Background: an optimization exercise with open tools, aiming at small area, a short achievable clock period and few clock cycles. Do not read the settings as production practice.
In this exercise RTL edits were held to simulation tests only and were not proved equivalent to the original.
Power figures rest on the tool's default switching activity, not on a simulated workload.

===== flow/constraint.sdc =====
create_clock -name core_clock -period 12.0 [get_ports {clk}]
set_input_delay 2.4000 -clock core_clock [delete_from_list [all_inputs] [get_ports {clk}]]
set_output_delay 2.4000 -clock core_clock [all_outputs]
set_load 0.01 [all_outputs]

===== flow/design.v =====
module eac3lc_crc_step (
    input  wire [15:0] crc_in,
    input  wire [7:0]  data,
    output reg  [15:0] crc_out
);
    integer i;
    reg [15:0] c;
    always @* begin
        c = crc_in ^ {data, 8'h00};
        for (i = 0; i < 8; i = i + 1) begin
            if (c[15])
                c = {c[14:0], 1'b0} ^ 16'h8005;
            else
                c = {c[14:0], 1'b0};
        end
        crc_out = c;
    end
endmodule
module eac3lc (
    input  wire        clk,
    input  wire        rst,
    input  wire        host_req,
    input  wire        host_we,
    input  wire        host_buf,
    input  wire [7:0]  host_addr,
    input  wire [31:0] host_wdata,
    output reg  [31:0] host_rdata,
    output wire        busy
);
    localparam [31:0] ID_VALUE = 32'h4C433136;
    localparam [3:0] R_ID = 4'h0, R_CMD = 4'h1, R_STATUS = 4'h2, R_LEN = 4'h3,
                     R_ARG_A = 4'h4, R_ARG_B = 4'h5, R_ARG_C = 4'h6, R_RESULT = 4'h7,
                     R_FCOUNT = 4'h8, R_TRIM = 4'h9, R_CURSOR = 4'hA, R_CAP = 4'hB;
    localparam [3:0] O_OK = 4'h0, O_NO_SYNC = 4'h1, O_TRUNCATED = 4'h2, O_RESYNC_EXH = 4'h3,
                     O_NOT_FOUND = 4'h4, O_ILLEGAL = 4'h5;
    localparam [3:0] S_BT0  = 4'd0,     
                     S_BT1  = 4'd1,     
                     S_BT2  = 4'd2,     
                     S_CR1  = 4'd3,     
                     S_CRC  = 4'd4,     
                     S_SCAN = 4'd5,     
                     S_FJ   = 4'd6,     
                     S_STRM = 4'd7,     
                     S_FINW = 4'd8,     
                     S_ILL  = 4'd9;
    localparam [1:0] M_FIND = 2'd0, M_SEEK = 2'd1, M_RUN = 2'd2;
    reg [511:0] mem;         
    reg [6:0]  len_q;
    reg [31:0] arg_a, arg_b, arg_c;
    reg [31:0] result;
    reg [6:0]  frame_count;
    reg [6:0]  trim;
    reg [6:0]  cursor;
    reg        st_busy, st_done;
    reg        busy_o;       
    reg [3:0]  st_outcome;
    reg [7:0]  st_last_op;
    reg        st_overrun, st_conflict;
    reg [63:0] rowq;         
    reg [31:0] regq;         
    reg [7:0]  hsel;         
    reg [3:0]  state;
    reg [1:0]  mode;         
    reg        is_run, is_fp;
    reg [1:0]  bop;          
    reg [6:0]  lc;
    reg [6:0]  ptr;          
    reg [6:0]  lim;          
    reg        abig;         
    reg [6:0]  qa;           
    reg        v;            
    reg [7:0]  vmask;        
    reg        vl0, vl1;     
    reg        carry0b;      
    reg        qin;          
    reg [2:0]  bsh;          
    reg [7:0]  bval;         
    reg [15:0] crc;
    reg [6:0]  sa;           
    reg [6:0]  off;          
    reg [2:0]  lenhi;
    reg        flk;          
    reg [5:0]  flo;          
    reg [6:0]  cend;         
    reg [6:0]  oend;         
    reg        r2, r3, r7, r8, r9;    
    reg        tneg;         
    reg [5:0]  tdh;          
    reg [6:0]  cka;          
    reg [1:0]  ckp;          
    assign busy = busy_o;
    wire        h_reg_wr = host_req &  host_we & ~host_buf;
    wire        h_buf_wr = host_req &  host_we &  host_buf;
    wire [3:0]  h_reg    = host_addr[5:2];
    wire        cmd_wr   = h_reg_wr && h_reg == R_CMD;
    wire        accept   = cmd_wr && !st_busy;
    wire        h_buf_ok = !st_busy && host_addr[7:6] == 2'b00;
    wire [7:0]  cwl      = host_wdata[7:0];
    wire        cw_hi0   = host_wdata[31:8] == 24'd0;
    wire [2:0]  ra  = st_busy ? ptr[5:3] : host_addr[5:3];
    wire [63:0] row = mem[64*ra +: 64];
    wire        a_hi6   = |arg_a[31:6];
    wire        a_hi9   = |arg_a[31:9];
    wire        b_hi7   = |arg_b[31:7];
    wire        b_zero  = arg_b == 32'd0;
    wire [6:0]  cc_end  = (b_hi7 || arg_b[6:0] > len_q) ? len_q : arg_b[6:0];
    wire [7:0]  ab_sum  = {2'b00, arg_a[5:0]} + {1'b0, arg_b[6:0]};
    wire [6:0]  sf_lim  = (b_zero || b_hi7 || ab_sum >= {1'b0, len_q}) ? len_q : ab_sum[6:0];
    wire        p_lt    = !abig && ptr < lim;                
    wire [6:0]  ptr_p1  = ptr + 7'd1;
    wire [6:0]  ptr_np  = {ptr[6:1] + 6'd1, 1'b0};           
    wire [6:0]  ptr_nr  = {ptr[6:3] + 4'd1, 3'b000};         
    wire        near    = {1'b0, sa} + 8'd5 > {1'b0, lc};    
    wire [15:0] pair    = rowq[16*qa[2:1] +: 16];
    wire [7:0]  pb0     = pair[7:0];
    wire [7:0]  pb1     = pair[15:8];
    wire [7:0]  qbyte   = qa[0] ? pb1 : pb0;
    reg  [7:0]  imask;
    integer j;
    wire        i_rlt = ptr[6:3] <  lim[6:3];
    wire        i_req = ptr[6:3] == lim[6:3];
    always @* begin
        for (j = 0; j < 8; j = j + 1)
            imask[j] = (j[2:0] >= ptr[2:0]) && (i_rlt || (i_req && j[2:0] < lim[2:0]));
    end
    reg  [7:0]  is0b, is77;
    reg  [7:0]  cand;
    always @* begin
        for (j = 0; j < 8; j = j + 1) begin
            is0b[j] = rowq[8*j +: 8] == 8'h0B;
            is77[j] = rowq[8*j +: 8] == 8'h77;
        end
        cand[0] = carry0b && vmask[0] && is77[0];
        for (j = 0; j < 7; j = j + 1)
            cand[j+1] = vmask[j] && vmask[j+1] && is0b[j] && is77[j+1];
    end
    reg  [2:0]  cidx;
    always @* begin
        cidx = 3'd0;
        for (j = 7; j >= 0; j = j - 1)
            if (cand[j]) cidx = j[2:0];
    end
    wire        found   = v && cand != 8'd0;
    wire [6:0]  fpos    = {qa[6:3], 3'b000} + {4'd0, cidx} - 7'd1;    
    wire [6:0]  fpos2   = {qa[6:3], 3'b000} + {4'd0, cidx} + 7'd1;    
    wire [6:0]  o0      = off;
    wire [6:0]  o1      = off + 7'd1;
    wire        lo_in0  = o0 == 7'd3;                 
    wire [7:0]  lo      = lo_in0 ? (r3 ? pb0 : 8'h00) : (r3 ? pb1 : 8'h00);
    wire [2:0]  hi      = (o0 == 7'd2) ? (r2 ? pb0[2:0] : 3'd0) : lenhi;
    wire        lo_now  = !flk && (o0 == 7'd3 || o1 == 7'd3);
    wire        x_le1   = hi == 3'd0 && lo < 8'd2;         
    wire        x_ge3   = hi != 3'd0 || lo >= 8'd3;        
    wire [12:0] fl      = {1'b0, hi, lo, 1'b0} + 13'd2;
    wire [12:0] ffl     = {6'd0, flo, 1'b0} + 13'd2;
    wire        f_trunc = abig || tneg || hi != 3'd0 || lo > {2'b00, tdh};
    wire [6:0]  em2     = sa + {lo[5:0], 1'b0};           
    wire [6:0]  fl_m3   = x_le1 ? 7'd0 : ({lo[5:0], 1'b0} - 7'd1);    
    function [8:0] mutate;   
        input [6:0] o;
        input [7:0] b;
        begin
            mutate = {1'b0, b};
            if (o == 7'd7)
                mutate = {r7, r8 ? ((b & 8'hF8) | 8'h05) : (b | 8'h04)};
            else if (o == 7'd8)
                mutate = {r8, r9 ? 8'hA0 : ((b & 8'h03) | 8'hA0)};
            else if (o == 7'd9)
                mutate = {r9, b & 8'h03};
        end
    endfunction
    wire [8:0]  m0      = mutate(o0, pb0);
    wire [8:0]  m1      = mutate(o1, pb1);
    wire        fc0     = o0 >= 7'd2 && (flk ? o0 <= cend : 1'b1);
    wire        fc1     = o1 >= 7'd2 && (flk ? o1 <= cend : (o1 != 7'd4 || x_ge3));
    wire        s_end   = flk && o1 >= oend;
    reg  [15:0] cu_in;
    reg  [7:0]  cu_b0, cu_b1;
    reg         cu_e0, cu_e1;
    wire [15:0] cu_s0, cu_s1;
    wire [15:0] cu_c1 = cu_e0 ? cu_s0 : cu_in;
    wire [15:0] cu_out = cu_e1 ? cu_s1 : cu_c1;
    eac3lc_crc_step u_crc0 (.crc_in(cu_in), .data(cu_b0), .crc_out(cu_s0));
    eac3lc_crc_step u_crc1 (.crc_in(cu_c1), .data(cu_b1), .crc_out(cu_s1));
    always @* begin
        cu_in = crc;
        cu_b0 = pb0;
        cu_b1 = pb1;
        cu_e0 = vl0;
        cu_e1 = vl1;
        case (state)
            S_CR1: begin
                cu_b0 = 8'h00;            
                cu_e0 = 1'b1;
                cu_e1 = 1'b0;
            end
            S_STRM: begin
                cu_b0 = m0[7:0];
                cu_b1 = m1[7:0];
                cu_e0 = fc0;
                cu_e1 = fc1;
            end
            default: ;
        endcase
    end
    wire [7:0]  bit_m = 8'h80 >> bsh;
    reg        e_we0, e_we1;
    reg [4:0]  e_wp;
    reg [7:0]  e_wd0, e_wd1;
    reg [7:0]  e_bd;            
    reg        e_bwe;           
    always @* begin
        e_bwe = 1'b0;
        e_bd  = 8'h00;
        case (state)
            S_BT1: begin
                if (bop == 2'd2) begin
                    e_bwe = qin;
                    e_bd  = bval[0] ? (qbyte | bit_m) : (qbyte & ~bit_m);
                end else if (bop == 2'd3) begin
                    if (bsh == 3'd0) begin
                        e_bwe = qin;
                        e_bd  = bval;
                    end else begin
                        e_bwe = p_lt;
                        e_bd  = (qbyte & ~(8'hFF >> bsh)) | (bval >> bsh);
                    end
                end
            end
            S_BT2: begin
                e_bwe = 1'b1;
                e_bd  = (qbyte & (8'hFF >> bsh)) | (bval << (4'd8 - {1'b0, bsh}));
            end
            default: ;
        endcase
        if (ckp != 2'd0) begin
            e_wp  = cka[5:1];
            e_we0 = !cka[0];
            e_we1 = cka[0];
            e_wd0 = ckp[1] ? crc[15:8] : crc[7:0];
            e_wd1 = e_wd0;
        end else if (state == S_STRM) begin
            e_wp  = qa[5:1];
            e_we0 = m0[8];
            e_we1 = m1[8];
            e_wd0 = m0[7:0];
            e_wd1 = m1[7:0];
        end else begin
            e_wp  = qa[5:1];
            e_we0 = e_bwe && !qa[0];
            e_we1 = e_bwe && qa[0];
            e_wd0 = e_bd;
            e_wd1 = e_bd;
        end
    end
    wire       b_we0 = st_busy ? e_we0 : (h_buf_wr && h_buf_ok && !host_addr[0]);
    wire       b_we1 = st_busy ? e_we1 : (h_buf_wr && h_buf_ok &&  host_addr[0]);
    wire [4:0] b_wp  = st_busy ? e_wp  : host_addr[5:1];
    wire [7:0] b_wd0 = st_busy ? e_wd0 : host_wdata[7:0];
    wire [7:0] b_wd1 = st_busy ? e_wd1 : host_wdata[7:0];
    integer i;
    always @(posedge clk) begin
        for (i = 0; i < 32; i = i + 1) begin
            if (b_wp == i[4:0] && b_we0) mem[16*i +: 8]     <= b_wd0;
            if (b_wp == i[4:0] && b_we1) mem[16*i + 8 +: 8] <= b_wd1;
        end
    end
    wire [31:0] status_word = {14'd0, st_conflict, st_overrun, st_last_op, st_outcome,
                               2'b00, st_done, st_busy};
    reg  [31:0] reg_rdata;
    always @* begin
        case (h_reg)
            R_ID:     reg_rdata = ID_VALUE;
            R_STATUS: reg_rdata = status_word;
            R_LEN:    reg_rdata = {25'd0, len_q};
            R_ARG_A:  reg_rdata = arg_a;
            R_ARG_B:  reg_rdata = arg_b;
            R_ARG_C:  reg_rdata = arg_c;
            R_RESULT: reg_rdata = result;
            R_FCOUNT: reg_rdata = {25'd0, frame_count};
            R_TRIM:   reg_rdata = {25'd0, trim};
            R_CURSOR: reg_rdata = {25'd0, cursor};
            R_CAP:    reg_rdata = 32'd64;
            default:  reg_rdata = 32'd0;
        endcase
    end
    always @(posedge clk) begin
        rowq <= row;
        regq <= host_buf ? 32'd0 : reg_rdata;
        for (i = 0; i < 8; i = i + 1)
            hsel[i] <= host_buf && h_buf_ok && host_addr[2:0] == i[2:0];
        qa   <= ptr;
        qin  <= p_lt;
    end
    reg [7:0] hbyte;
    always @* begin
        hbyte = 8'h00;
        for (i = 0; i < 8; i = i + 1)
            hbyte = hbyte | (rowq[8*i +: 8] & {8{hsel[i]}});
        host_rdata = {regq[31:8], regq[7:0] | hbyte};
    end
    always @(posedge clk) begin
        if (rst) begin
            len_q <= 7'd0;
            arg_a <= 32'd0;
            arg_b <= 32'd0;
            arg_c <= 32'd0;
        end else if (h_reg_wr) begin
            case (h_reg)
                R_LEN:   len_q <= (host_wdata[31:7] != 25'd0 || host_wdata[6]) ?
                                  7'd64 : host_wdata[6:0];
                R_ARG_A: arg_a <= host_wdata;
                R_ARG_B: arg_b <= host_wdata;
                R_ARG_C: arg_c <= host_wdata;
                default: ;
            endcase
        end
    end
    always @(posedge clk) begin
        if (rst) begin
            st_overrun  <= 1'b0;
            st_conflict <= 1'b0;
        end else begin
            if (h_reg_wr && h_reg == R_STATUS) begin
                if (host_wdata[16]) st_overrun  <= 1'b0;
                if (host_wdata[17]) st_conflict <= 1'b0;
            end
            if (cmd_wr && st_busy)
                st_overrun <= 1'b1;
            if (host_req && host_buf && st_busy)
                st_conflict <= 1'b1;
        end
    end
    reg        fin;
    reg [3:0]  fin_code;
    reg        fin_res;         
    reg [31:0] fin_val;
    reg [7:0]  dlt;             
    always @(posedge clk) begin
        fin      = 1'b0;
        fin_code = O_OK;
        fin_res  = 1'b0;
        fin_val  = 32'd0;
        dlt      = {1'b0, lc} - {1'b0, sa};
        if (rst) begin
            st_busy     <= 1'b0;
            busy_o      <= 1'b0;
            st_done     <= 1'b0;
            st_outcome  <= 4'd0;
            st_last_op  <= 8'd0;
            result      <= 32'd0;
            frame_count <= 7'd0;
            trim        <= 7'd0;
            cursor      <= 7'd0;
            ckp         <= 2'd0;
        end else if (accept) begin
            st_busy    <= 1'b1;
            busy_o     <= 1'b1;
            st_done    <= 1'b0;
            st_outcome <= 4'd0;
            st_last_op <= cwl;
            lc         <= len_q;
            lim        <= len_q;
            bval       <= arg_b[7:0];
            bsh        <= arg_a[2:0];
            bop        <= cwl[1:0];
            crc        <= arg_c[15:0] ^ {arg_b[7:0], 8'h00};
            ptr        <= {1'b0, arg_a[5:0]};
            sa         <= {1'b0, arg_a[5:0]};
            abig       <= a_hi6;
            v          <= 1'b0;
            carry0b    <= 1'b0;
            is_run     <= 1'b0;
            is_fp      <= cwl[1];
            mode       <= M_FIND;
            ckp        <= 2'd0;
            state      <= S_ILL;
            if (cw_hi0) begin
                case (cwl)
                    8'h01, 8'h02, 8'h03: begin
                        ptr   <= {1'b0, arg_a[8:3]};
                        abig  <= a_hi9;
                        state <= S_BT0;
                    end
                    8'h10: begin
                        crc   <= {arg_b[7:0], 8'h00};
                        state <= S_CR1;
                    end
                    8'h11: state <= S_CR1;
                    8'h12: begin
                        crc   <= arg_c[15:0];
                        lim   <= cc_end;
                        state <= S_CRC;
                    end
                    8'h20: begin
                        lim   <= sf_lim;
                        state <= S_SCAN;
                    end
                    8'h21, 8'h22: begin
                        ptr   <= {1'b0, arg_a[5:0]} + 7'd2;
                        state <= S_FJ;
                    end
                    8'h23: begin
                        frame_count <= 7'd0;
                        trim        <= 7'd0;
                        cursor      <= 7'd0;
                        ptr         <= 7'd0;
                        sa          <= 7'd0;
                        abig        <= 1'b0;
                        is_run      <= 1'b1;
                        mode        <= M_SEEK;
                        state       <= S_SCAN;
                    end
                    default: ;
                endcase
            end
        end else if (st_busy) begin
            if (ckp != 2'd0) begin
                ckp <= {1'b0, ckp[1]};
                cka <= cka + 7'd1;
            end
            v <= 1'b0;
            case (state)
                S_BT0: begin
                    v     <= 1'b1;
                    ptr   <= ptr_p1;
                    state <= S_BT1;
                end
                S_BT1: begin
                    if (bop == 2'd1) begin
                        fin = 1'b1; fin_res = 1'b1;
                        fin_val = {31'd0, qin & |(qbyte & bit_m)};
                    end else if (bop == 2'd3 && bsh != 3'd0 && p_lt) begin
                        v     <= 1'b1;
                        ptr   <= ptr_p1;
                        state <= S_BT2;
                    end else begin
                        fin = 1'b1;
                    end
                end
                S_BT2: fin = 1'b1;
                S_CR1: begin
                    fin = 1'b1; fin_res = 1'b1; fin_val = {16'd0, cu_out};
                end
                S_CRC: begin
                    if (v) crc <= cu_out;
                    if (p_lt) begin
                        v   <= 1'b1;
                        vl0 <= !ptr[0];
                        vl1 <= {ptr[6:1], 1'b1} < lim;
                        ptr <= ptr_np;
                    end else begin
                        fin = 1'b1; fin_res = 1'b1;
                        fin_val = {16'd0, v ? cu_out : crc};
                    end
                end
                S_SCAN: begin
                    if (p_lt) begin
                        v     <= 1'b1;
                        vmask <= imask;
                        ptr   <= ptr_nr;
                    end
                    if (v) carry0b <= vmask[7] && is0b[7];
                    if (mode == M_RUN && near) begin
                        v     <= 1'b0;
                        state <= S_FINW;
                    end else if (found) begin
                        if (mode == M_FIND) begin
                            fin = 1'b1; fin_res = 1'b1; fin_val = {25'd0, fpos};
                        end else begin
                            if (mode == M_SEEK) trim <= fpos;
                            sa    <= fpos;
                            ptr   <= fpos2;
                            mode  <= M_RUN;
                            v     <= 1'b0;
                            state <= S_FJ;
                        end
                    end else if (!p_lt) begin
                        fin = 1'b1;
                        case (mode)
                            M_FIND: begin
                                fin_res = 1'b1; fin_code = O_NOT_FOUND; fin_val = 32'hFFFF_FFFF;
                            end
                            M_SEEK:  fin_code = O_NO_SYNC;
                            default: fin_code = O_RESYNC_EXH;
                        endcase
                    end
                end
                S_FJ: begin
                    v     <= 1'b1;
                    ptr   <= ptr_np;
                    off   <= ptr[0] ? 7'd1 : 7'd2;
                    flk   <= 1'b0;
                    crc   <= 16'h0000;
                    r2    <= !abig && !dlt[7] && dlt[6:0] > 7'd2;
                    r3    <= !abig && !dlt[7] && dlt[6:0] > 7'd3;
                    r7    <= !dlt[7] && dlt[6:0] > 7'd7;
                    r8    <= !dlt[7] && dlt[6:0] > 7'd8;
                    r9    <= !dlt[7] && dlt[6:0] > 7'd9;
                    tneg  <= dlt[7] || dlt[6:0] < 7'd2;
                    tdh   <= dlt[6:1] - 6'd1;
                    state <= S_STRM;
                    if (is_run && near) fin = 1'b1;
                end
                S_STRM: begin
                    v   <= 1'b1;
                    ptr <= ptr_np;
                    off <= off + 7'd2;
                    crc <= cu_out;
                    if (o0 == 7'd2) lenhi <= r2 ? pb0[2:0] : 3'd0;
                    if (o1 == 7'd2) lenhi <= r2 ? pb1[2:0] : 3'd0;
                    if (lo_now) begin
                        flk  <= 1'b1;
                        flo  <= lo[5:0];
                        cka  <= em2;
                        cend <= fl_m3;
                        oend <= (hi == 3'd0 && lo < 8'd6) ? 7'd9 : fl_m3;
                        if (x_le1) crc <= 16'h0000;
                        if (!is_run && !is_fp) begin
                            fin = 1'b1; fin_res = 1'b1; fin_val = {19'd0, fl};
                        end else if (f_trunc) begin
                            fin = 1'b1; fin_code = O_TRUNCATED;
                            fin_res = 1'b1; fin_val = {19'd0, fl};
                        end
                    end
                    if (s_end) begin
                        v      <= 1'b0;
                        ckp    <= 2'd2;
                        ptr    <= cka + 7'd2;
                        sa     <= cka + 7'd2;
                        carry0b <= 1'b0;
                        if (is_run) begin
                            frame_count <= frame_count + 7'd1;
                            state       <= S_SCAN;
                        end else begin
                            state <= S_FINW;
                        end
                    end
                end
                S_FINW: begin
                    if (ckp != 2'd2) begin
                        fin = 1'b1; fin_res = 1'b1;
                        fin_val = {crc, 3'd0, ffl};
                    end
                end
                default: begin
                    fin = 1'b1; fin_code = O_ILLEGAL;
                end
            endcase
            if (fin) begin
                st_outcome <= fin_code;
                st_busy    <= 1'b0;
                busy_o     <= 1'b0;
                st_done    <= 1'b1;
                if (is_run) begin
                    result <= {25'd0, frame_count};
                    cursor <= sa - trim;
                end else if (fin_res) begin
                    result <= fin_val;
                end
            end
        end
    end
endmodule

===== flow/run.sh =====
#!/bin/bash
# synth_recipe.tcl (not shown) runs the flow's synth.tcl, then flattens the netlist and writes it again
# the make line also repeats each setting of config.mk as NAME=value (left out here)
make -C /OpenROAD-flow-scripts/flow DESIGN_CONFIG=/design/flow/config.mk WORK_HOME=/design/flow/orfs CLKGATE_MAP_FILE= SYNTH_SCRIPT=/design/flow/synth_recipe.tcl finish

===== flow/config.mk =====
export PLATFORM = sky130hd
export DESIGN_NAME = eac3lc
export DESIGN_NICKNAME = eac3lc
export VERILOG_FILES = /design/flow/design.v
export SDC_FILE = /design/flow/constraint.sdc
export NUM_CORES = 4
export LEC_CHECK = 0
export CAP_MARGIN = 20
export CORE_MARGIN = 2
export CORE_UTILIZATION = 40
export PLACE_DENSITY = 0.5
export SETUP_SLACK_MARGIN = 5
export SLEW_MARGIN = 20

==> results.json, run 1 <==
{
  "endpoint_kind": "flop",
  "period_needed_ps": 6320,
  "vias_per_cell": 5.92,
  "dp_hpwl_um": 108000,
  "min_from": "st_done",
  "r2r-start": "off[1]",
  "syn_avg_cell_area_um2": 11.7,
  "start_util": 0.402,
  "numCtsBuffers": 100,
  "place_inst": 5260,
  "p_leak_nw": 17.1,
  "synth-xor-area-share": 0.0284,
  "synthAdderAreaFrac": 0.0354,
  "hold_path.class": "flop to flop",
  "ys_seq_area_frac": 0.554,
  "die-area_um2": 115000,
  "grt_pass1_wl_um": 222000,
  "cap_violations": 0,
  "finalClockSkew_ps": 39.9,
  "crit_path_start_kind": "primary input",
  "cts_hold_buf": 0,
  "drt_first_pass_iters": 6,
  "synth_area_um2": 45000,
  "holdPathEnd": "st_done",
  "top_layer_used": "met5",
  "ff2ff_path_depth": 22,
  "rrSetupSlack_ps": 6010,
  "synth_flop_cell": "edfxtp_1",
  "crit_required_ps": 12390,
  "multiInputGateArea_um2": 18700,
  "cpPeakStageDelay_ps": 660,
  "yosysWarningCount": 2,
  "route.detailed.drc": 0,
  "io_buffers": 77,
  "core_um2": 112000,
  "wl_met1_um": 66200,
  "row_count": 123,
  "areaGrowthSynthToFinish_pct": 12.7,
  "place_area_um2": 47300,
  "layout.nets": 4032,
  "htree_levels": 3,
  "vdd_drop_max_mv": 0.106,
  "wl_met3_um": 10000,
  "fmax_mhz": 158,
  "fill_cells": 10400,
  "place.gp.congestion": 0.946,
  "die_x_um": 339,
  "grt_max_degree": 129,
  "yosysUniqueCellTypes": 100,
  "clkTransAtPathRegs_ps": 60,
  "slowest_stage": "nor2_2",
  "final_area_um2": 50700,
  "drtIter0Drc": 3356,
  "route.met2.wl_um": 71500,
  "fin_tns_setup_ps": 0,
  "ys_ff_latch": 925,
  "grt_overflow": 0,
  "dr_total_vias": 32200,
  "io_pins": 78,
  "clk_latency_ps": 700,
  "critPathMaxFanout": 51,
  "async_reset_ff_frac": 0,
  "relSlewSlack": 0.238,
  "seqCellArea_um2": 24900,
  "crit_top_cell": "buf_4",
  "hold_viol_final": 0,
  "cts_buffer_depth": 3,
  "r2r-end": "result[6]",
  "timing.final.ws_setup_ps": 5680,
  "post_cts_buffers": 0,
  "critPathKind": "primary input to flop",
  "fin_cells": 5450,
  "crit_arrival_ps": 6710,
  "root_buffer": "clkbuf_16",
  "synth-edff-count": 639,
  "setup_viol": 0,
  "die_height_um": 339,
  "path_cells": "clkdlybuf4s50_1, buf_4, nor2b_1, and3_1, nor2b_4, buf_4, clkinv_1, buf_4, nor2_2, buf_4",
  "yosys.area_share.simple": 0.117,
  "grt_pass1_vias": 31000,
  "drive_gt1_frac": 0.133,
  "grtUsageTotal": 0.262,
  "synth_top_family_by_area": "compound AO/OA/AOI/OAI gates",
  "grt_setup_unrepaired": "no",
  "holdPathStages": 2,
  "syn_inst": 3859,
  "tritoncts": "built",
  "muxShareOfSynthArea": 0.109,
  "synth_nets": 4029,
  "wl_um": 154000,
  "antenna_found_initial": 4,
  "pre_cts_slack_ps": 5020,
  "fin_crit_sh": 0.527,
  "tightest_slew_ps": 1140,
  "ctsResizeCount": 0,
  "cts_sinks": 925,
  "slew_violations": 0,
  "p_per_area_nw_per_um2": 139,
  "ant_nets": 0,
  "status": "finished clean",
  "synth_compound_area_frac": 0.123,
  "wire_per_inst_um": 28.3
}
worst max-delay path by stage:
stage / startpoint / end / cells past startpoint
4_1_cts: host_addr[2] / lc[2] / 10
6_report: host_addr[2] / lc[0] / 10
3_3_place_gp: host_addr[2] / lim[3] / 10
5_1_grt: host_addr[2] / lc[2] / 10
2_1_floorplan: host_addr[4] / abig / 9
3_5_place_dp: host_addr[2] / lim[4] / 10
stage by stage:
stage | hold WS (ps) | utilization | total power [mW]
after floorplan | 375 | - | 3.76
after global placement | 439 | 0.422 | 3.94
after detailed placement | 440 | 0.422 | 3.94
after CTS | 452 | 0.453 | 7.09
after global routing | 471 | 0.453 | 7.25
final | 452 | 0.453 | 7.04
routing by layer:
layer	up-vias	GRT usage
met5	-	0
met4	4	0.104
met3	277	0.0352
met2	1317	0.419
met1	16200	0.362
li1	14400	-
critical path: cells and delay by family:
| family | cells | cell delay (ps) |
|---|---|---|
| simple gates | 4 | 1600 |
| buf+inv | 6 | 2620 |
flip-flops by register name (all words and copies together) (netlist names), 8 cells and up:
register / count
mem: 512
rowq: 64
arg_a: 32
arg_b: 32
arg_c: 32
regq: 32
result: 32
crc: 16
bval: 8
hsel: 8
st_last_op: 8
vmask: 8
cells in the mapped netlist, drive strengths merged, types with 8 or more instances:
| library cell | count | area, µm² |
|---|---|---|
| buf | 70 | 393 |
| nor3 | 44 | 230 |
| edfxtp | 639 | 19200 |
| a22o | 24 | 210 |
| a31oi | 39 | 244 |
| o22ai | 15 | 100 |
| o211ai | 9 | 67.6 |
| o221ai | 16 | 140 |
| dfxtp | 286 | 5730 |
| and2 | 22 | 138 |
| a21oi | 335 | 1680 |
| nor4bb | 8 | 80.1 |
| o21ai | 150 | 754 |
| clkbuf | 182 | 684 |
| mux4 | 145 | 3270 |
| nand4 | 20 | 125 |
| nand2 | 440 | 1650 |
| and3 | 20 | 125 |
| a21boi | 10 | 75.1 |
| inv | 115 | 432 |
| nor4 | 25 | 156 |
| nand3b | 13 | 97.6 |
| nor2b | 39 | 244 |
| nor3b | 13 | 103 |
| nor2 | 319 | 1200 |
| a211oi | 20 | 150 |
| mux2i | 77 | 771 |
| a22oi | 66 | 500 |
| a21o | 35 | 263 |
| nand3 | 87 | 435 |
| xnor2 | 79 | 692 |
| or2 | 12 | 75.1 |
| a221oi | 43 | 383 |
| nand4b | 10 | 93.8 |
| mux2 | 78 | 878 |
| or3 | 14 | 87.6 |
| nand2b | 31 | 194 |
| o21a | 12 | 90.1 |
| ha | 121 | 1510 |
| xor2 | 46 | 403 |
| a222oi | 21 | 210 |
cells by family after synthesis:
| family | count (synthesis) |
|---|---|
| and+or+nand+nor | 1138 |
| muxes | 300 |
| buffers and inverters | 370 |
| other | 1 |
| adders and majority gates | 125 |
| AOI/OAI and AO/OA | 867 |
| DFF | 925 |
| xor gates and xnor gates | 133 |
area by class of cell:
cell class | count | area share
Timing Repair Buffer | 153 | 0.0269
Inverter | 118 | 0.00873
Clock inverter | 48 | 0.0103
Antenna cell | 1 | 0.0000493
Sequential cell | 925 | 0.491
Clock buffer | 141 | 0.0565
Tap cell | 1500 | 0.0370
Multi-Input combinational cell | 2564 | 0.369
where the power goes:
part	switching (mW)	total, mW	internal [mW]
registers	0.0307	3.45	3.42
logic	0.257	0.421	0.165
clock network	1.33	3.17	1.84
cells in the final DEF (no fill, tap or decap), types with 103 or more instances in the layout:
| cell | instances |
|---|---|
| edfxtp_1 | 639 |
| nand2_1 | 440 |
| nor2_1 | 316 |
| mux4_2 | 145 |
| clkbuf_16 | 103 |
| inv_1 | 113 |
| ha_1 | 121 |
| o21ai_0 | 125 |
| a21oi_1 | 334 |
| dfxtp_1 | 285 |
Testbench counts, summed over its fixed seeds: cycles 26,361.
==> run 2: changes to the inputs <==
--- a/flow/design.v
+++ b/flow/design.v
@@ -144,11 +144,10 @@
     wire [6:0]  fpos    = {qa[6:3], 3'b000} + {4'd0, cidx} - 7'd1;    
     wire [6:0]  fpos2   = {qa[6:3], 3'b000} + {4'd0, cidx} + 7'd1;    
     wire [6:0]  o0      = off;
-    wire [6:0]  o1      = off + 7'd1;
-    wire        lo_in0  = o0 == 7'd3;                 
+    wire        lo_in0  = off[0];                     
     wire [7:0]  lo      = lo_in0 ? (r3 ? pb0 : 8'h00) : (r3 ? pb1 : 8'h00);
-    wire [2:0]  hi      = (o0 == 7'd2) ? (r2 ? pb0[2:0] : 3'd0) : lenhi;
-    wire        lo_now  = !flk && (o0 == 7'd3 || o1 == 7'd3);
+    wire [2:0]  hi      = !off[0] ? (r2 ? pb0[2:0] : 3'd0) : lenhi;
+    wire        lo_now  = !flk && (o0 == 7'd3 || o0 == 7'd2);
     wire        x_le1   = hi == 3'd0 && lo < 8'd2;         
     wire        x_ge3   = hi != 3'd0 || lo >= 8'd3;        
     wire [12:0] fl      = {1'b0, hi, lo, 1'b0} + 13'd2;
@@ -157,23 +156,28 @@
     wire [6:0]  em2     = sa + {lo[5:0], 1'b0};           
     wire [6:0]  fl_m3   = x_le1 ? 7'd0 : ({lo[5:0], 1'b0} - 7'd1);    
     function [8:0] mutate;   
-        input [6:0] o;
+        input       at7, at8, at9;
         input [7:0] b;
         begin
             mutate = {1'b0, b};
-            if (o == 7'd7)
+            if (at7)
                 mutate = {r7, r8 ? ((b & 8'hF8) | 8'h05) : (b | 8'h04)};
-            else if (o == 7'd8)
+            else if (at8)
                 mutate = {r8, r9 ? 8'hA0 : ((b & 8'h03) | 8'hA0)};
-            else if (o == 7'd9)
+            else if (at9)
                 mutate = {r9, b & 8'h03};
         end
     endfunction
-    wire [8:0]  m0      = mutate(o0, pb0);
-    wire [8:0]  m1      = mutate(o1, pb1);
-    wire        fc0     = o0 >= 7'd2 && (flk ? o0 <= cend : 1'b1);
-    wire        fc1     = o1 >= 7'd2 && (flk ? o1 <= cend : (o1 != 7'd4 || x_ge3));
-    wire        s_end   = flk && o1 >= oend;
+    wire        o_is6   = o0 == 7'd6;
+    wire        o_is7   = o0 == 7'd7;
+    wire        o_is8   = o0 == 7'd8;
+    wire        o_is9   = o0 == 7'd9;
+    wire [8:0]  m0      = mutate(o_is7, o_is8, o_is9, pb0);
+    wire [8:0]  m1      = mutate(o_is6, o_is7, o_is8, pb1);
+    wire        o_lt_c  = o0 < cend;
+    wire        fc0     = o0 >= 7'd2 && (flk ? (o_lt_c || o0 == cend) : 1'b1);
+    wire        fc1     = o0 >= 7'd1 && (flk ? o_lt_c : (o0 != 7'd3 || x_ge3));
+    wire        s_end   = flk && o0 >= oend;      
     reg  [15:0] cu_in;
     reg  [7:0]  cu_b0, cu_b1;
     reg         cu_e0, cu_e1;
@@ -216,20 +220,20 @@
             S_BT1: begin
                 if (bop == 2'd2) begin
                     e_bwe = qin;
-                    e_bd  = bval[0] ? (qbyte | bit_m) : (qbyte & ~bit_m);
+                    e_bd  = crc[0] ? (qbyte | bval) : (qbyte & ~bval);
                 end else if (bop == 2'd3) begin
                     if (bsh == 3'd0) begin
                         e_bwe = qin;
-                        e_bd  = bval;
+                        e_bd  = crc[15:8];
                     end else begin
                         e_bwe = p_lt;
-                        e_bd  = (qbyte & ~(8'hFF >> bsh)) | (bval >> bsh);
+                        e_bd  = (qbyte & ~bval) | crc[15:8];
                     end
                 end
             end
             S_BT2: begin
                 e_bwe = 1'b1;
-                e_bd  = (qbyte & (8'hFF >> bsh)) | (bval << (4'd8 - {1'b0, bsh}));
+                e_bd  = (qbyte & bval) | crc[7:0];
             end
             default: ;
         endcase
@@ -353,68 +357,49 @@
             trim        <= 7'd0;
             cursor      <= 7'd0;
             ckp         <= 2'd0;
-        end else if (accept) begin
-            st_busy    <= 1'b1;
-            busy_o     <= 1'b1;
-            st_done    <= 1'b0;
-            st_outcome <= 4'd0;
-            st_last_op <= cwl;
+        end else if (!st_busy) begin
+            if (accept) begin
+                st_busy    <= 1'b1;
+                busy_o     <= 1'b1;
+                st_done    <= 1'b0;
+                st_outcome <= 4'd0;
+                st_last_op <= cwl;
+                if (cw_hi0 && cwl == 8'h23) begin
+                    frame_count <= 7'd0;
+                    trim        <= 7'd0;
+                    cursor      <= 7'd0;
+                end
+            end
             lc         <= len_q;
-            lim        <= len_q;
+            lim        <= cwl[4] ? cc_end : (cwl[5] && !cwl[0]) ? sf_lim : len_q;
             bval       <= arg_b[7:0];
             bsh        <= arg_a[2:0];
             bop        <= cwl[1:0];
-            crc        <= arg_c[15:0] ^ {arg_b[7:0], 8'h00};
-            ptr        <= {1'b0, arg_a[5:0]};
-            sa         <= {1'b0, arg_a[5:0]};
-            abig       <= a_hi6;
+            crc        <= (cwl[4] && cwl[1]) ? arg_c[15:0] :
+                          (cwl[4] && !cwl[0]) ? {arg_b[7:0], 8'h00} :
+                          (arg_c[15:0] ^ {arg_b[7:0], 8'h00});
+            ptr        <= (cwl[5:4] == 2'b00) ? {1'b0, arg_a[8:3]} :
+                          (cwl[5] && cwl[1:0] == 2'b11) ? 7'd0 :
+                          (cwl[5] && cwl[1:0] != 2'b00) ? ({1'b0, arg_a[5:0]} + 7'd2) :
+                          {1'b0, arg_a[5:0]};
+            sa         <= (cwl[5] && cwl[1:0] == 2'b11) ? 7'd0 : {1'b0, arg_a[5:0]};
+            abig       <= (cwl[5:4] == 2'b00) ? a_hi9 : (cwl[5] && cwl[1:0] == 2'b11) ? 1'b0 : a_hi6;
+            mode       <= (cwl[5] && cwl[1:0] == 2'b11) ? M_SEEK : M_FIND;
             v          <= 1'b0;
             carry0b    <= 1'b0;
-            is_run     <= 1'b0;
+            is_run     <= cw_hi0 && cwl == 8'h23;
             is_fp      <= cwl[1];
-            mode       <= M_FIND;
             ckp        <= 2'd0;
-            state      <= S_ILL;
-            if (cw_hi0) begin
-                case (cwl)
-                    8'h01, 8'h02, 8'h03: begin
-                        ptr   <= {1'b0, arg_a[8:3]};
-                        abig  <= a_hi9;
-                        state <= S_BT0;
-                    end
-                    8'h10: begin
-                        crc   <= {arg_b[7:0], 8'h00};
-                        state <= S_CR1;
-                    end
-                    8'h11: state <= S_CR1;
-                    8'h12: begin
-                        crc   <= arg_c[15:0];
-                        lim   <= cc_end;
-                        state <= S_CRC;
-                    end
-                    8'h20: begin
-                        lim   <= sf_lim;
-                        state <= S_SCAN;
-                    end
-                    8'h21, 8'h22: begin
-                        ptr   <= {1'b0, arg_a[5:0]} + 7'd2;
-                        state <= S_FJ;
-                    end
-                    8'h23: begin
-                        frame_count <= 7'd0;
-                        trim        <= 7'd0;
-                        cursor      <= 7'd0;
-                        ptr         <= 7'd0;
-                        sa          <= 7'd0;
-                        abig        <= 1'b0;
-                        is_run      <= 1'b1;
-                        mode        <= M_SEEK;
-                        state       <= S_SCAN;
-                    end
-                    default: ;
-                endcase
-            end
-        end else if (st_busy) begin
+            case (cwl)
+                8'h01, 8'h02, 8'h03: state <= S_BT0;
+                8'h10, 8'h11:        state <= S_CR1;
+                8'h12:               state <= S_CRC;
+                8'h20, 8'h23:        state <= S_SCAN;
+                8'h21, 8'h22:        state <= S_FJ;
+                default:             state <= S_ILL;
+            endcase
+            if (!cw_hi0) state <= S_ILL;
+        end else begin
             if (ckp != 2'd0) begin
                 ckp <= {1'b0, ckp[1]};
                 cka <= cka + 7'd1;
@@ -422,6 +407,9 @@
             v <= 1'b0;
             case (state)
                 S_BT0: begin
+                    bval  <= (bop == 2'd3) ? (8'hFF >> bsh) : bit_m;
+                    crc   <= {bval >> bsh, bval << (4'd8 - {1'b0, bsh})};
+                    if (bop != 2'd3) crc[0] <= bval[0];
                     v     <= 1'b1;
                     ptr   <= ptr_p1;
                     state <= S_BT1;
@@ -429,7 +417,7 @@
                 S_BT1: begin
                     if (bop == 2'd1) begin
                         fin = 1'b1; fin_res = 1'b1;
-                        fin_val = {31'd0, qin & |(qbyte & bit_m)};
+                        fin_val = {31'd0, qin & |(qbyte & bval)};
                     end else if (bop == 2'd3 && bsh != 3'd0 && p_lt) begin
                         v     <= 1'b1;
                         ptr   <= ptr_p1;
@@ -507,14 +495,13 @@
                     ptr <= ptr_np;
                     off <= off + 7'd2;
                     crc <= cu_out;
-                    if (o0 == 7'd2) lenhi <= r2 ? pb0[2:0] : 3'd0;
-                    if (o1 == 7'd2) lenhi <= r2 ? pb1[2:0] : 3'd0;
+                    if (o0 == 7'd1) lenhi <= r2 ? pb1[2:0] : 3'd0;
                     if (lo_now) begin
                         flk  <= 1'b1;
                         flo  <= lo[5:0];
                         cka  <= em2;
                         cend <= fl_m3;
-                        oend <= (hi == 3'd0 && lo < 8'd6) ? 7'd9 : fl_m3;
+                        oend <= (hi == 3'd0 && lo < 8'd6) ? 7'd8 : (fl_m3 - 7'd1);
                         if (x_le1) crc <= 16'h0000;
                         if (!is_run && !is_fp) begin
                             fin = 1'b1; fin_res = 1'b1; fin_val = {19'd0, fl};
==> flow/flow/run.sh (new file) <==
#!/bin/bash
# The standard layout, with the timing repair aiming 7 ns below the clock
# period instead of the standard flow's margin. Each step's full output stays
# in the ORFS logs under orfs/logs; make's own output goes to make.log.
set -euo pipefail
bash standard.sh SETUP_SLACK_MARGIN=7 finish > make.log 2>&1
==> flow/standard.sh (new file) <==
#!/bin/bash
# synth_recipe.tcl (not shown) runs the flow's synth.tcl, then flattens the netlist and writes it again
# the make line also repeats each setting of config.mk as NAME=value (left out here)
make -C /OpenROAD-flow-scripts/flow DESIGN_CONFIG=/design/flow/config.mk WORK_HOME=/design/flow/orfs CLKGATE_MAP_FILE= SYNTH_SCRIPT=/design/flow/synth_recipe.tcl "${@:-finish}"
--- a/flow/config.mk
+++ b/flow/config.mk
@@ -9,5 +9,4 @@
 export CORE_MARGIN = 2
 export CORE_UTILIZATION = 40
 export PLACE_DENSITY = 0.5
-export SETUP_SLACK_MARGIN = 5
 export SLEW_MARGIN = 20
removed: flow/run.sh
==> results.json, run 2 <==
{
  "final_common_cell": "edfxtp_1",
  "synthTopCellsByArea": "edfxtp_1, dfxtp_1, mux4_2",
  "clkTransAtPathRegs_ps": 60,
  "netSwitchingFraction": 0.247,
  "dp_hpwl_um": 109000,
  "p_leak_nw": 17.2,
  "final_cell_mix": "edfxtp_1, nand2_1, a21oi_1",
  "layout.nets": 4009,
  "grt_max_degree": 129,
  "vias_per_cell": 5.91,
  "synth_nets": 4009,
  "die-area_um2": 114000,
  "synth_area_um2": 44700,
  "place.gp.congestion": 0.947,
  "io_pins": 78,
  "start_util": 0.403,
  "largest_reg_flops": 512,
  "yosysTopAreaCell": "edfxtp_1",
  "endpoint_kind": "flop",
  "p_per_area_nw_per_um2": 146,
  "power_frac_clock": 0.434,
  "route.detailed.drc": 0,
  "slew_violations": 0,
  "ys_ff_latch": 925,
  "grt_pass1_vias": 30900,
  "yosysUniqueCellTypes": 92,
  "crit_path_start_kind": "primary input",
  "clk_latency_ps": 710,
  "ys_seq_area_frac": 0.557,
  "yosysWarningCount": 2,
  "wire_per_inst_um": 28.4,
  "cts_hold_buf": 0,
  "hold_viol_final": 0,
  "synth_flop_cell": "edfxtp_1",
  "fill_cells": 10300,
  "crit_required_ps": 12330,
  "wl_um": 155000,
  "cts_sinks": 925,
  "muxShareOfSynthArea": 0.107,
  "synth.most_common_cell": "edfxtp_1",
  "root_buffer": "clkbuf_16",
  "crit_arrival_ps": 5380,
  "die_height_um": 338,
  "r2r-start": "ptr[1]",
  "status": "finished clean",
  "synth-edff-count": 639,
  "p_switching_mw": 1.85,
  "vdd_drop_max_mv": 0.125,
  "drtIter0Drc": 3530,
  "internal_power_mw": 5.62,
  "synth_compound_area_frac": 0.124,
  "tritoncts": "built",
  "finalClockSkew_ps": 46.6,
  "io_buffers": 77,
  "seqPwrFrac": 0.470,
  "row_count": 122,
  "synth_top_family_by_area": "compound AO/OA/AOI/OAI gates",
  "htree_levels": 3,
  "die_x_um": 338,
  "synth_top_area_frac": 0.429,
  "min_from": "arg_c[23]",
  "reg_top3": "mem: 512 flops, rowq: 64 flops",
  "fmax_mhz": 198,
  "numCtsBuffers": 101,
  "grt_setup_unrepaired": "yes",
  "grt_pass1_wl_um": 222000,
  "ant_nets": 0,
  "syn_avg_cell_area_um2": 11.6,
  "grtUsageTotal": 0.263,
  "cap_violations": 0,
  "synth-xor-area-share": 0.0298,
  "fin_tns_setup_ps": 0,
  "relSlewSlack": 0.248,
  "drive_gt1_frac": 0.156,
  "drt_first_pass_iters": 8,
  "yosys.area_share.simple": 0.116,
  "antenna_found_initial": 10,
  "dr_total_vias": 32100,
  "hold_path.class": "flop to flop",
  "critPathMaxFanout": 16,
  "fin_crit_sh": 0.421,
  "critPathKind": "primary input to flop",
  "period_needed_ps": 5050,
  "async_reset_ff_frac": 0,
  "startpoint": "host_buf",
  "areaGrowthSynthToFinish_pct": 14.1,
  "cts_buffer_depth": 3,
  "fin_util": 0.460,
  "grt_overflow": 0,
  "p_comb_frac": 0.096,
  "synth_common_cells": "edfxtp_1, nand2_1, a21oi_1, nor2_1, dfxtp_1",
  "setup_viol": 0,
  "synthAdderAreaFrac": 0.0309,
  "core_um2": 111000,
  "syn_inst": 3856,
  "largest_register": "mem",
  "tightest_slew_ps": 1120
}
## run 2: changes by cell type after synthesis, moves of 12 or more
cell and change:
o211ai_1 +12, nor2_1 -21, clkbuf_1 +21, nand2_1 +38, ha_1 -17, mux2i_1 -20
## run 2: worst max-delay path, cell delays in order
cell and delay [ps]:
clkdlybuf4s50_1 580, nor4b_1 350, buf_4 200, nand3_1 270, nor2_1 310, a31oi_1 110, or2_2 600, nor2_2 520
## run 2: area by class of cell
| class | count | area (µm²) | share of cell area |
|---|---|---|---|
| sequential | 925 | 24900 | 0.488 |
| multi-input combinational | 2543 | 18800 | 0.368 |
| clock buffer | 140 | 2910 | 0.0570 |
| tap | 1488 | 1860 | 0.0365 |
| timing repair buffer | 166 | 1510 | 0.0296 |
| clock inverter | 49 | 598 | 0.0117 |
| inverter | 119 | 453 | 0.00888 |
| antenna | 4 | 10.0 | 0.000196 |
## run 2: repair_timing
| action | CTS | global route |
|---|---|---|
| gates resized for setup | 68 | 63 |
| endpoints found under the setup margin | 556 | 433 |
| pin swaps | 1 | 2 |
| setup buffers | 1 | 12 |
| gates cloned | 0 | 1 |
## run 2: routing by layer
layer  part of all wire  vias up  GRT usage
li1                   -    14400          -
met1               0.43    16200      0.363
met2               0.46     1256      0.418
met3              0.063      285     0.0389
met4              0.043        4      0.106
met5            0.00015        -          0
## run 2: stage by stage
stage	area (µm²)	cells	hold WS, ps	power (mW)	setup WS [ps]
final	51000	5434	453	7.47	6950
after global routing	51000	5430	466	7.69	6780
after CTS	50700	5417	454	7.51	6850
after detailed placement	46900	5227	446	4.27	5880
after global placement	46900	5227	441	4.28	5810
after floorplan	44700	3856	375	4.00	7340
## run 2: cell families after synthesis
family                     count (synthesis)
and+or+nand+nor                         1131
DFF                                      925
AOI/OAI and AO/OA                        879
buffers and inverters                    389
muxes                                    286
xor gates and xnor gates                 137
adders and majority gates                108
other                                      1
## run 2: final timing paths
path | end | slack [ps] | depth (start not counted)
worst max-delay path | mem[87] | 6950 | 8
worst min register to register | arg_c[23] | 450 | 2
worst min-delay path | arg_c[23] | 450 | 2
worst max register to register | mem[232] | 7080 | 15
## run 2: power groups by stage
stage	clock network [mW]	logic (mW)	registers [mW]
after floorplan	0	0.466	3.53
after global placement	0	0.695	3.58
after detailed placement	0	0.694	3.58
after CTS	3.30	0.701	3.51
after global routing	3.42	0.756	3.51
final	3.24	0.714	3.51
Testbench counts of run 2, summed over its fixed seeds: cycles 26,361.
==> run 3: changes to the inputs <==
==> flow/run.sh (new file) <==
#!/bin/bash
# synth_recipe.tcl (not shown) runs the flow's synth.tcl, then flattens the netlist and writes it again
# the make line also repeats each setting of config.mk as NAME=value (left out here)
make -C /OpenROAD-flow-scripts/flow DESIGN_CONFIG=/design/flow/config.mk WORK_HOME=/design/flow/orfs CLKGATE_MAP_FILE= SYNTH_SCRIPT=/design/flow/synth_recipe.tcl finish
--- a/flow/config.mk
+++ b/flow/config.mk
@@ -9,4 +9,5 @@
 export CORE_MARGIN = 2
 export CORE_UTILIZATION = 40
 export PLACE_DENSITY = 0.5
+export SETUP_SLACK_MARGIN = 5
 export SLEW_MARGIN = 20
removed: flow/flow/run.sh
removed: flow/standard.sh
==> results.json, run 3 <==
{
  "status": "finished clean",
  "htree_levels": 3,
  "final_area_um2": 50500,
  "ant_nets": 0,
  "cap_violations": 0,
  "fin_crit_sh": 0.476,
  "finalClockSkew_ps": 44.8,
  "fmax_mhz": 175,
  "slowest_stage": "edfxtp_1",
  "multiInputGateArea_um2": 18400,
  "critPathKind": "flop to flop",
  "drtIter0Drc": 3547,
  "drt_first_pass_iters": 9,
  "grt_setup_unrepaired": "no",
  "grt_overflow": 0,
  "ys_ff_latch": 925,
  "p_per_area_nw_per_um2": 148,
  "fill_cells": 10300,
  "endpoint_kind": "flop",
  "grt_pass1_wl_um": 222000,
  "grt_max_degree": 129,
  "start_util": 0.403,
  "cpPeakStageDelay_ps": 800,
  "ys_seq_area_frac": 0.557,
  "drive_gt1_frac": 0.132,
  "synth_top_area_frac": 0.429,
  "synth_nets": 4009,
  "yosysUniqueCellTypes": 92,
  "synth_common_cells": "edfxtp_1, nand2_1, a21oi_1, nor2_1, dfxtp_1",
  "fin_util": 0.455,
  "io_pins": 78,
  "timing.final.ws_setup_ps": 6290,
  "largest_register": "mem",
  "hold_ws_ps": 454,
  "fin_cells": 5418,
  "cts_buffer_depth": 3,
  "critPathMaxFanout": 19,
  "reg_top3": "mem: 512 flops, rowq: 64 flops",
  "final_cell_mix": "edfxtp_1, nand2_1, a21oi_1",
  "place_inst": 5227,
  "p_leak_nw": 17.0,
  "slew_violations": 0,
  "route.detailed.drc": 0,
  "ctsResizeCount": 0,
  "cts_sinks": 925,
  "pre_cts_slack_ps": 5880,
  "io_buffers": 77,
  "core_um2": 111000,
  "relSlewSlack": 0.265,
  "clk_latency_ps": 710,
  "critical-path-top-delay-family": "XOR/XNOR gates",
  "place.gp.congestion": 0.947,
  "crit_path_start_kind": "flop",
  "grt_pass1_vias": 30900,
  "grtUsageTotal": 0.263,
  "async_reset_ff_frac": 0,
  "synthTopCellsByArea": "edfxtp_1, dfxtp_1, mux4_2",
  "fin_tns_setup_ps": 0,
  "vias_per_cell": 5.91,
  "row_count": 122,
  "dr_total_vias": 32000,
  "final_common_cell": "edfxtp_1",
  "clkTransAtPathRegs_ps": 60,
  "vdd_drop_max_mv": 0.125,
  "crit_required_ps": 12440,
  "syn_inst": 3856,
  "areaGrowthSynthToFinish_pct": 12.8,
  "synth_area_um2": 44700,
  "wl_um": 154000,
  "antenna_found_initial": 12,
  "die_x_um": 338,
  "synth.most_common_cell": "edfxtp_1",
  "dp_hpwl_um": 109000,
  "die_height_um": 338,
  "synth_flop_cell": "edfxtp_1",
  "tritoncts": "built",
  "layout.nets": 3995,
  "wire_per_inst_um": 28.4,
  "die-area_um2": 114000,
  "hold_path.class": "flop to flop",
  "largest_reg_flops": 512,
  "p_total_mw": 7.46,
  "root_buffer": "clkbuf_16",
  "numCtsBuffers": 101,
  "yosysWarningCount": 2,
  "tightest_slew_ps": 1100,
  "cts_hold_buf": 0,
  "hold_viol_final": 0,
  "syn_avg_cell_area_um2": 11.6,
  "period_needed_ps": 5710,
  "synth-edff-count": 639,
  "cp_num_buf_inv": 1,
  "seqCellArea_um2": 24900,
  "place_area_um2": 46900,
  "crit_arrival_ps": 6150,
  "post_cts_buffers": 0,
  "yosysTopAreaCell": "edfxtp_1",
  "setup_viol": 0,
  "path_cells": "nand4b_1, buf_4, a31oi_1, o21ai_0, xnor2_1, xnor2_2, xnor3_1, o21a_1, xnor2_4, xnor3_1, o21a_1, nand2_1, nand3_1"
}
==> run 3: cell counts after synthesis <==
No cell type changed its count.
==> run 3: final timing paths <==
kind | start | to | slack [ps] | depth (start not counted)
worst max-delay path | state[1] | crc[0] | 6290 | 13
worst min-delay path | arg_c[23] | arg_c[23] | 450 | 2
worst max register to register | state[1] | crc[0] | 6290 | 13
worst min register to register | arg_c[23] | arg_c[23] | 450 | 2
==> run 3: kinds of logic after synthesis <==
group,after synthesis,synth area share
AO/OA/AOI/OAI,879,0.124
AND/OR/NAND/NOR,1131,0.116
flip-flops,925,0.557
buffers and inverters,389,0.0352
multiplexers,286,0.107
XOR/XNOR,137,0.0298
adder cells (fa/ha/maj),108,0.0309
other,1,0.0000839
==> run 3: power breakdown <==
part | total (mW) | switching, mW | internal, mW | leakage [nW]
logic | 0.706 | 0.429 | 0.276 | 7.15
clock network | 3.24 | 1.34 | 1.90 | 1.71
registers | 3.51 | 0.0719 | 3.44 | 8.16
total | 7.46 | 1.84 | 5.62 | 17.0
==> run 3: final cells by class <==
| cell class | count | share of cell area |
|---|---|---|
| sequential | 925 | 0.494 |
| multi-input combinational | 2542 | 0.364 |
| clock buffer | 140 | 0.0576 |
| tap | 1488 | 0.0369 |
| timing repair buffer | 153 | 0.0270 |
| clock inverter | 49 | 0.0119 |
| inverter | 119 | 0.00885 |
| antenna | 2 | 0.0000992 |
==> run 3: layer usage <==
metal / GRT usage / share of wire / up-vias
li1: - / - / 14400
met1: 0.362 / 0.43 / 16100
met2: 0.417 / 0.46 / 1275
met3: 0.0390 / 0.066 / 291
met4: 0.108 / 0.044 / 6
met5: 0 / 0.00024 / -
==> run 3: worst min-delay path, cell delays in order, from the launching register on <==
cell     delay (ps)
dfxtp_1         300
nand2_1          50
a21oi_1          50
==> run 4: changes to the inputs <==
--- a/flow/design.v
+++ b/flow/design.v
@@ -63,7 +63,6 @@
     reg [1:0]  mode;         
     reg        is_run, is_fp;
     reg [1:0]  bop;          
-    reg [6:0]  lc;
     reg [6:0]  ptr;          
     reg [6:0]  lim;          
     reg        abig;         
@@ -110,7 +109,7 @@
     wire [6:0]  ptr_p1  = ptr + 7'd1;
     wire [6:0]  ptr_np  = {ptr[6:1] + 6'd1, 1'b0};           
     wire [6:0]  ptr_nr  = {ptr[6:3] + 4'd1, 3'b000};         
-    wire        near    = {1'b0, sa} + 8'd5 > {1'b0, lc};    
+    wire        near    = {1'b0, sa} + 8'd5 > {1'b0, lim};    
     wire [15:0] pair    = rowq[16*qa[2:1] +: 16];
     wire [7:0]  pb0     = pair[7:0];
     wire [7:0]  pb1     = pair[15:8];
@@ -123,6 +122,11 @@
         for (j = 0; j < 8; j = j + 1)
             imask[j] = (j[2:0] >= ptr[2:0]) && (i_rlt || (i_req && j[2:0] < lim[2:0]));
     end
+    reg  [7:0]  i0mask;
+    always @* begin
+        for (j = 0; j < 8; j = j + 1)
+            i0mask[j] = {4'd0, j[2:0]} < len_q;
+    end
     reg  [7:0]  is0b, is77;
     reg  [7:0]  cand;
     always @* begin
@@ -293,7 +297,7 @@
         regq <= host_buf ? 32'd0 : reg_rdata;
         for (i = 0; i < 8; i = i + 1)
             hsel[i] <= host_buf && h_buf_ok && host_addr[2:0] == i[2:0];
-        qa   <= ptr;
+        qa   <= st_busy ? ptr : {1'b0, host_addr[5:3], 3'b000};
         qin  <= p_lt;
     end
     reg [7:0] hbyte;
@@ -345,7 +349,7 @@
         fin_code = O_OK;
         fin_res  = 1'b0;
         fin_val  = 32'd0;
-        dlt      = {1'b0, lc} - {1'b0, sa};
+        dlt      = {1'b0, lim} - {1'b0, sa};
         if (rst) begin
             st_busy     <= 1'b0;
             busy_o      <= 1'b0;
@@ -370,8 +374,7 @@
                     cursor      <= 7'd0;
                 end
             end
-            lc         <= len_q;
-            lim        <= cwl[4] ? cc_end : (cwl[5] && !cwl[0]) ? sf_lim : len_q;
+            lim        <= cwl[4] ? cc_end : (cwl[5] && cwl[1:0] == 2'b00) ? sf_lim : len_q;
             bval       <= arg_b[7:0];
             bsh        <= arg_a[2:0];
             bop        <= cwl[1:0];
@@ -379,13 +382,16 @@
                           (cwl[4] && !cwl[0]) ? {arg_b[7:0], 8'h00} :
                           (arg_c[15:0] ^ {arg_b[7:0], 8'h00});
             ptr        <= (cwl[5:4] == 2'b00) ? {1'b0, arg_a[8:3]} :
-                          (cwl[5] && cwl[1:0] == 2'b11) ? 7'd0 :
+                          (cwl[5] && cwl[1:0] == 2'b11) ? 7'd8 :
                           (cwl[5] && cwl[1:0] != 2'b00) ? ({1'b0, arg_a[5:0]} + 7'd2) :
                           {1'b0, arg_a[5:0]};
             sa         <= (cwl[5] && cwl[1:0] == 2'b11) ? 7'd0 : {1'b0, arg_a[5:0]};
             abig       <= (cwl[5:4] == 2'b00) ? a_hi9 : (cwl[5] && cwl[1:0] == 2'b11) ? 1'b0 : a_hi6;
             mode       <= (cwl[5] && cwl[1:0] == 2'b11) ? M_SEEK : M_FIND;
-            v          <= 1'b0;
+            v          <= cwl[5] && cwl[1:0] == 2'b11;
+            vmask      <= i0mask;
+            vl0        <= 1'b0;
+            vl1        <= 1'b0;
             carry0b    <= 1'b0;
             is_run     <= cw_hi0 && cwl == 8'h23;
             is_fp      <= cwl[1];
@@ -432,6 +438,8 @@
                 end
                 S_CRC: begin
                     if (v) crc <= cu_out;
+                    vl0 <= 1'b0;
+                    vl1 <= 1'b0;
                     if (p_lt) begin
                         v   <= 1'b1;
                         vl0 <= !ptr[0];
@@ -439,7 +447,7 @@
                         ptr <= ptr_np;
                     end else begin
                         fin = 1'b1; fin_res = 1'b1;
-                        fin_val = {16'd0, v ? cu_out : crc};
+                        fin_val = {16'd0, cu_out};
                     end
                 end
                 S_SCAN: begin
==> flow/flow/run.sh (new file) <==
#!/bin/bash
# The standard layout, with the timing repair aiming 8 ns below the clock
# period, free to resize cells across footprints, and buf_4 port buffers.
# Each step's full output stays in the ORFS logs under orfs/logs; make's own
# output goes to make.log.
set -euo pipefail
bash standard.sh SETUP_SLACK_MARGIN=8 MATCH_CELL_FOOTPRINT=0 \
  "BUFFER_PORTS_ARGS=-buffer_cell sky130_fd_sc_hd__buf_4" finish > make.log 2>&1
==> flow/standard.sh (new file) <==
#!/bin/bash
# synth_recipe.tcl (not shown) runs the flow's synth.tcl, then flattens the netlist and writes it again
# the make line also repeats each setting of config.mk as NAME=value (left out here)
make -C /OpenROAD-flow-scripts/flow DESIGN_CONFIG=/design/flow/config.mk WORK_HOME=/design/flow/orfs CLKGATE_MAP_FILE= SYNTH_SCRIPT=/design/flow/synth_recipe.tcl "${@:-finish}"
--- a/flow/config.mk
+++ b/flow/config.mk
@@ -9,5 +9,4 @@
 export CORE_MARGIN = 2
 export CORE_UTILIZATION = 40
 export PLACE_DENSITY = 0.5
-export SETUP_SLACK_MARGIN = 5
 export SLEW_MARGIN = 20
removed: flow/run.sh
==> results.json, run 4 <==
{
  "fin_cells": 6382,
  "row_count": 123,
  "wire_per_inst_um": 27.0,
  "io_buffers": 77,
  "drtIter0Drc": 3725,
  "root_buffer": "clkbuf_16",
  "numCtsBuffers": 102,
  "layout.nets": 4949,
  "seqCellArea_um2": 24800,
  "p_per_area_nw_per_um2": 136,
  "slowest_stage": "a222oi_1",
  "cp_num_buf_inv": 3,
  "power_frac_clock": 0.427,
  "ant_nets": 0,
  "crit_required_ps": 9600,
  "grt_pass1_wl_um": 248000,
  "synth-edff-count": 632,
  "critPathMaxFanout": 4,
  "muxShareOfSynthArea": 0.0235,
  "io_pins": 78,
  "fin_crit_sh": 0.383,
  "grt_overflow": 0,
  "synthAdderAreaFrac": 0.0305,
  "critPathKind": "flop to output pin",
  "dr_total_vias": 37300,
  "synth_top_family_by_area": "simple AND/OR/NAND/NOR gates",
  "synth_flop_cell": "edfxtp_1",
  "clk_latency_ps": 710,
  "wl_um": 172000,
  "endpoint_kind": "output pin",
  "route.detailed.drc": 0,
  "final_common_cell": "nand2_1",
  "place.gp.congestion": 0.953,
  "yosysWarningCount": 2,
  "p_switching_mw": 1.90,
  "start_util": 0.403,
  "syn_avg_cell_area_um2": 9.63,
  "rrSetupSlack_ps": 7660,
  "p_total_mw": 7.43,
  "relSlewSlack": 0.169,
  "grt_use_met1": 0.396,
  "place_inst": 6005,
  "cpPeakStageDelay_ps": 430,
  "synth_top_area_frac": 0.420,
  "die_x_um": 340,
  "syn_inst": 4699,
  "hold_path.class": "flop to flop",
  "ys_ff_latch": 918,
  "p_leak_nw": 19.6,
  "antenna_found_initial": 5,
  "yosysTopAreaCell": "edfxtp_1",
  "ys_seq_area_frac": 0.546,
  "tritoncts": "built",
  "cap_violations": 0,
  "multiInputGateArea_um2": 20600,
  "tightest_slew_ps": 1230,
  "finalClockSkew_ps": 29.8,
  "busiest_layer": "met2",
  "use_met3": 0.0408,
  "netSwitchingFraction": 0.256,
  "internal_power_mw": 5.53,
  "fill_cells": 10500,
  "final_cell_mix": "nand2_1, edfxtp_1, nand3_1",
  "critical-path-top-delay-family": "buffers and inverters",
  "grtUsageTotal": 0.289,
  "largest_register": "mem",
  "synth_nets": 4852,
  "htree_levels": 3,
  "fin_util": 0.485,
  "synth-xor-area-share": 0.0282,
  "synthTopCellsByArea": "edfxtp_1, dfxtp_1, nand2_1",
  "vdd_drop_max_mv": 0.119,
  "period_needed_ps": 4590,
  "die-area_um2": 116000,
  "grt_max_degree": 98,
  "drt_first_pass_iters": 8,
  "yosysUniqueCellTypes": 96,
  "slew_violations": 0,
  "clkTransAtPathRegs_ps": 60,
  "async_reset_ff_frac": 0,
  "synth_area_um2": 45200,
  "vias_per_cell": 5.84,
  "crit_arrival_ps": 2190,
  "path_cells": "buf_4, buf_6, a222oi_1, nand3_2, buf_6",
  "p_comb_frac": 0.101,
  "synth_common_cells": "nand2_1, edfxtp_1, nand3_1, nor2_1, a21oi_1",
  "core_um2": 112000,
  "setup_viol": 0,
  "crit_top_cell": "buf_6",
  "grt_pass1_vias": 34900,
  "synth.most_common_cell": "nand2_1",
  "status": "finished clean",
  "dp_hpwl_um": 113000,
  "die_height_um": 340,
  "synth_compound_area_frac": 0.127,
  "largest_reg_flops": 512,
  "reg_top3": "mem: 512 flops, rowq: 64 flops",
  "grt_use_met2": 0.458,
  "fmax_mhz": 218,
  "crit_path_start_kind": "flop",
  "seqPwrFrac": 0.472,
  "yosys.area_share.simple": 0.204,
  "drive_gt1_frac": 0.178,
  "fin_tns_setup_ps": 0,
  "hold_viol_final": 0,
  "areaGrowthSynthToFinish_pct": 20.5,
  "grt_setup_unrepaired": "yes",
  "cts_sinks": 918,
  "cts_buffer_depth": 3
}
==> run 4: cell types whose count changed after synthesis, moves of 14 or more <==
cell | previous run | this run
nand2_1 | 478 | 1083
nand3_1 | 84 | 409
mux4_2 | 146 | 18
mux2_2 | 82 | 15
clkbuf_1 | 202 | 266
o21ai_0 | 151 | 199
a21oi_1 | 334 | 294
nor3_1 | 33 | 48
a211oi_1 | 15 | 29
==> run 4: final timing paths <==
path | from | end | depth (start not counted)
max | hsel[2] | host_rdata[4] | 5
min | arg_c[25] | arg_c[25] | 2
min reg2reg | arg_c[25] | arg_c[25] | 2
max reg2reg | qa[1] | result[2] | 22
==> run 4: area by class of cell <==
type,instances,share of cell area
inverters,115,0.00868
clock inverters,43,0.00875
flip-flops and latches,918,0.454
clock buffers,146,0.0529
multi-input cells,3329,0.379
repair inverters,1,0.000161
repair buffers,329,0.0616
well taps,1500,0.0344
diodes,1,0.0000459
==> run 4: stage by stage <==
step	hold WS, ps	setup WS, ps	instance area, µm²
3_3_place_gp	441	6170	47600
4_1_cts	458	7470	53000
2_1_floorplan	432	7740	46000
6_report	459	7410	54500
3_5_place_dp	450	6070	47600
5_1_grt	476	7290	54500
==> run 4: worst register-to-register path, cell delays in order (launching register included) <==
cell        delay, ps
dfxtp_4           400
buf_8             140
buf_6             110
mux4_2            590
mux2i_4           210
nand2b_4          190
clkinvlp_4        150
ha_4              170
a21o_1            150
a21oi_2           140
a21oi_2            80
nor3_4            200
nand3_2           140
o21bai_1          230
buf_6             160
nand3_4           100
o31a_4            360
buf_6             130
o41ai_4            40
buf_6             210
clkbuf_16         200
a222oi_1           70
nor2_1            100
==> run 4: power groups by stage <==
stage               combinational, mW  clock, mW  sequential, mW
detailed placement              0.647          0            3.57
CTS                             0.694       3.22            3.50
floorplan                       0.440          0            3.51
global route                    0.806       3.34            3.50
global placement                0.646          0            3.57
finish                          0.753       3.18            3.50
==> run 4: cells by family (layout without fill, tap and decap cells) <==
family / count (synthesis) / count (layout)
AND/OR/NAND/NOR: 2091 / 2091
adder cells (fa/ha/maj): 108 / 108
buffers and inverters: 455 / 634
other: 1 / 2
flip-flops: 918 / 918
XOR/XNOR: 136 / 137
multiplexers: 81 / 81
AO/OA/AOI/OAI: 909 / 911
==> run 4: timing repair <==
item                                    CTS  global route
setup buffers                            95            78
hold buffers                              0             0
endpoints found under the setup margin  758           542
pin swaps                                79            80
gates resized for setup                 243           110
gates cloned                             12             2
hold endpoints to repair                  0             0
==> run 4: per-layer routing <==
layer | wire (µm) | up-vias
li1 | - | 17000
met1 | 73600 | 18400
met2 | 78900 | 1518
met4 | 8350 | 2
met3 | 11200 | 381
met5 | 13 | -
Testbench counts of run 4, summed over its fixed seeds: cycles 26,169.

## re-timing with driven ports
The flow's constraints put no driver on any port. The routed layouts listed below were extracted and timed again, unchanged, in two steps. Step 1 sets driving cells, clkbuf_16 on the clock port and buf_2 on the other inputs (assumed; they add their load-dependent delay and slew). Step 2 moves the port delays by t, midway between the first and last clock arrival at a register: inputs arrive t later, outputs are due t later. That takes back most of the time a late clock gives input paths. Slacks: ideal ports / drivers / drivers and shift; pairs: ideal ports / drivers.
run | t, ns | setup WS [ns] | worst slew at a driven data input, ns | pins driven straight from the clock port
run 1 | 0.762 | 5.676 / 5.731 / 4.969 | 0.09 | 1
run 2 | 0.764 | 6.954 / 6.998 / 6.234 | 0.10 | 1
run 3 | 0.764 | 6.293 / 6.293 / 5.814 | 0.10 | 1
run 4 | 0.773 | 7.410 / 7.332 / 7.185 | 0.10 | 1
After both steps every run listed still meets setup and hold. For run 2, which loses most, drivers alone change the setup slack by +0.044 ns; drivers and shift together by -0.720 ns.
